What follows belongs to an exercise in optimizing a design on an open flow for small area and few clock cycles; a production flow would make more cautious choices.
Function was checked by simulation only, so behaviour that the tests miss may differ from the original.
The clock port is modelled as an ideal driver, which makes a skipped or thinned clock tree look cheaper than it is; a real chip needs a root buffer or a tree.

## job 101
Design gxc16, start of the top module:
module gxc16 (
    input  wire         clk,
    input  wire         rst,             
    input  wire         cmd_valid,
    output wire         cmd_ready,
    input  wire [127:0] cmd_word,
    output wire         rsp_valid,
    output wire [1:0]   rsp_status,
    output wire [15:0]  rsp_data,
    output wire [7:0]   rsp_errp,
    output wire         bus_req_valid,
    output wire [1:0]   bus_req_op,      
    output wire [7:0]   bus_req_reg,
    output wire [1:0]   bus_req_len,     
    output wire [15:0]  bus_req_wdata,   
    input  wire         bus_cpl_valid,
    input  wire         bus_cpl_err,
    input  wire [7:0]   bus_cpl_rdata,
    input  wire [7:0]   bus_cpl_errp
);
Size in the first run: about 840 cells after synthesis, roughly 120 flip-flops, roughly 210 I/O pins, roughly 6500 sq um of cells after synthesis.
==> flow/config.mk <==
export PLATFORM = sky130hd
export DESIGN_NAME = gxc16
export DESIGN_NICKNAME = gxc16
export VERILOG_FILES = /design/flow/design.v
export SDC_FILE = /design/flow/constraint.sdc
export NUM_CORES = 4
export LEC_CHECK = 0
export ABC_AREA = 1
export CAP_MARGIN = 20
export CORE_MARGIN = 2
export CORE_UTILIZATION = 65
export PLACE_DENSITY = 0.75
export SLEW_MARGIN = 20
==> flow/constraint.sdc <==
create_clock -name core_clock -period 10.0 [get_ports {clk}]
set_input_delay 2.0000 -clock core_clock [delete_from_list [all_inputs] [get_ports {clk}]]
set_output_delay 2.0000 -clock core_clock [all_outputs]
set_load 0.01 [all_outputs]
standard.sh (not shown) runs the stock make flow with config.mk's settings and CLKGATE_MAP_FILE= SYNTH_SCRIPT=/design/flow/synth_recipe.tcl, a recipe that flattens the netlist after the stock synthesis.
==> flow/flow/run.sh <==
#!/bin/bash
# The standard ORFS layout (standard.sh), run with a copy of the ORFS
# scripts, differing from it in these ways:
#  - synthesis maps the logic with an area-only ABC script (flow/abc_area.script,
#    used through ABC_AREA=1) and leaves adder extraction out (ADDER_MAP_FILE
#    empty), so that all logic goes through ABC; registers are mapped before
#    ABC as usual, with the same cells and names;
#  - the port buffers use the smallest buffer cell (buf_1);
#  - the clock tree is built by flow/manual_cts.tcl instead of TritonCTS: one
#    root buffer at the clock port's net, one leaf buffer per group of about 14
#    nearby flip-flops, the same two buffer levels to every register.
# Everything else, including timing repair after CTS, is ORFS's own step.
# Each tool's output is in standard.log and orfs/logs/.
set -euo pipefail
here=$(pwd)
rm -rf "$here/scripts_mod"
cp -r "$FLOW_HOME/scripts" "$here/scripts_mod"
cp "$here/flow/abc_area.script" "$here/scripts_mod/abc_area.script"
python3 - "$here/scripts_mod/cts.tcl" "$here/flow/manual_cts.tcl" <<'PY'
import sys
p, m = sys.argv[1], sys.argv[2]
s = open(p).read()
old = "log_cmd clock_tree_synthesis {*}$cts_args\n"
assert s.count(old) == 1
s = s.replace(old, "source {%s}\nmcts_build clk sky130_fd_sc_hd__clkbuf_8 sky130_fd_sc_hd__clkbuf_8 14\nset_propagated_clock [all_clocks]\n" % m)
open(p, "w").write(s)
PY
export BUFFER_PORTS_ARGS="-buffer_cell sky130_fd_sc_hd__buf_1"
bash standard.sh SCRIPTS_DIR="$here/scripts_mod" ADDER_MAP_FILE= finish > standard.log 2>&1
Other scripts of this flow, unchanged in this note and not shown: flow/flow/abc_area.script, flow/flow/manual_cts.tcl
Job 101: no failed stages, no open violations at the end
Testbench counts of job 101, summed over its fixed seeds: cycles 22,997.
Input changes introduced in job 102 (baseline for comparison: job 101):
--- a/flow/design.v
+++ b/flow/design.v
@@ -127,25 +127,21 @@
         cont     <= (acc & t_a & t_b) | (~acc & ~st_b & cont);
         status_q <= ({2{acc}} & st_acc) | ({2{ferr}} & ST_ERR_BUS) |
                     ({2{~acc & ~ferr}} & status_q);
     end
     wire rdw = cpl & ~bus_cpl_err & m_rd & phase;      
     wire wa  = rdw & ~m_pin & ~half;
     wire wb  = rdw & ~m_pin & half;
     wire w0  = rdw & m_pin;
-    wire ld_c  = acc & is_cfg;
-    wire ld_o  = acc & ~is_cfg;
-    wire ld_ca = ld_c & w[96] & legal;                 
-    wire ld_r  = acc & is_rdc & legal & ~dir_err;      
-    wire ld_d  = acc & legal & dir_err;                
-    wire clr   = ferr | (cpl & m_cfg & last);          
-    wire [15:0] lo_ld   = ({16{ld_ca}} & f_in & f_rise) | ({16{ld_r}} & w[15:0]) | {16{ld_d}};
+    wire ld_c = acc & is_cfg;
+    wire ld_o = acc & ~is_cfg;
+    wire [15:0] lo_ld   = ({16{ld_c}} & f_in & f_rise) | ({16{ld_o}} & w[15:0]);
     wire [15:0] lo_rd   = {({8{wb}} & rd_y), ({7{wa}} & rd_y[7:1]), (wa & rd_y[0]) | (w0 & rd_bit)};
-    wire [15:0] lo_keep = ~({16{acc | clr}} | {{8{wb | w0}}, {7{wa | w0}}, wa | w0});
+    wire [15:0] lo_keep = ~({16{acc}} | {{8{wb}}, {7{wa}}, wa | w0});
     wire [15:0] hi_ld   = ({16{ld_c}} & f_in & f_fall) | ({16{ld_o}} & new_val);
     wire [15:0] hi_err  = {8'd0, {8{ferr}} & bus_cpl_errp};
     wire [15:0] hi_keep = ~({16{acc}} | {8'd0, {8{ferr}}});
     wire [15:0] p_ld    = {16{ld_c}} & f_in & f_pu;
     always @(posedge clk)
         dq <= {p_ld | ({16{~ld_c}} & dq[47:32]),
                hi_ld | hi_err | (hi_keep & dq[31:16]),
                lo_ld | lo_rd | (lo_keep & dq[15:0])};
@@ -173,16 +169,18 @@
                 if (~bus_cpl_err & ~m_cfg & ~m_rd)
                     output_cache <= dq[31:16];
             end
         end
     end
     assign cmd_ready     = ~req;
     assign rsp_valid     = rsp;
     assign rsp_status    = status_q;
-    assign rsp_data      = dq[15:0];
+    wire show = m_rd & (status_q == ST_OK);
+    assign rsp_data      = {({15{show & ~m_pin}} & dq[15:1]), show & dq[0]} |
+                           {16{status_q == ST_ERR_DIR}};
     assign rsp_errp      = dq[23:16];
     assign bus_req_valid = req;
     assign bus_req_op    = {m_rd & phase, m_rd & ~phase};
     assign bus_req_reg   = m_cfg ? {4'h0, cnt, 1'b0} : {7'b0001001, half};
     assign bus_req_len   = {m_cfg, ~m_cfg};
     assign bus_req_wdata = {cfg_wd[15:8], m_cfg ? cfg_wd[7:0] : wr_byte};
 endmodule
==> comparison <==
- Per the comparison of job 102 with job 101, register bit total from synthesis barely changed; die footprint climbed 46 sq um; core utilization climbed 0.23 points; number of multi-input combinational cells in the layout climbed 2.6%.
- Looking at worst-path cell with the longest stage delay, the nor3_2 result is from job 101; the nor2_1 one comes from job 102.
- Cell area of job 102 is on par with job 101.
Testbench counts of job 102, summed over its fixed seeds: cycles 22,997.
No run of this note takes its clock network from TritonCTS; it comes from the design's own scripts or RTL.

==> afterwards: timing with drivers on the ports <==
The results above use ideal ports. As a check the final layouts listed here were re-extracted and re-timed, cells and wires unchanged. Step 1 (the two cells are an assumption about what drives the block):
set clk [get_ports {clk}]
set_driving_cell -lib_cell sky130_fd_sc_hd__clkbuf_16 $clk
set_driving_cell -lib_cell sky130_fd_sc_hd__buf_2 [delete_from_list [all_inputs] $clk]
Step 2 also shifts input and output timing later by t, the mid clock arrival at the registers, as if the neighbouring blocks saw the same clock. a / b / c = ideal / step 1 / step 2; a / b = the first two.
| run | t, ns | setup WS [ns] | clock arrival spread, ns | worst data-port slew with drivers (ns) |
|---|---|---|---|---|
| job 101 | 0.436 | 4.766 / 4.782 / 4.346 | 0.032 / 0.032 | 0.06 |
| job 102 | 0.447 | 4.572 / 4.531 / 4.929 | 0.040 / 0.040 | 0.04 |
After both steps setup and hold are still met in every run listed. For job 101, which loses most, drivers alone change the setup slack by +0.016 ns; drivers and shift together by -0.420 ns.
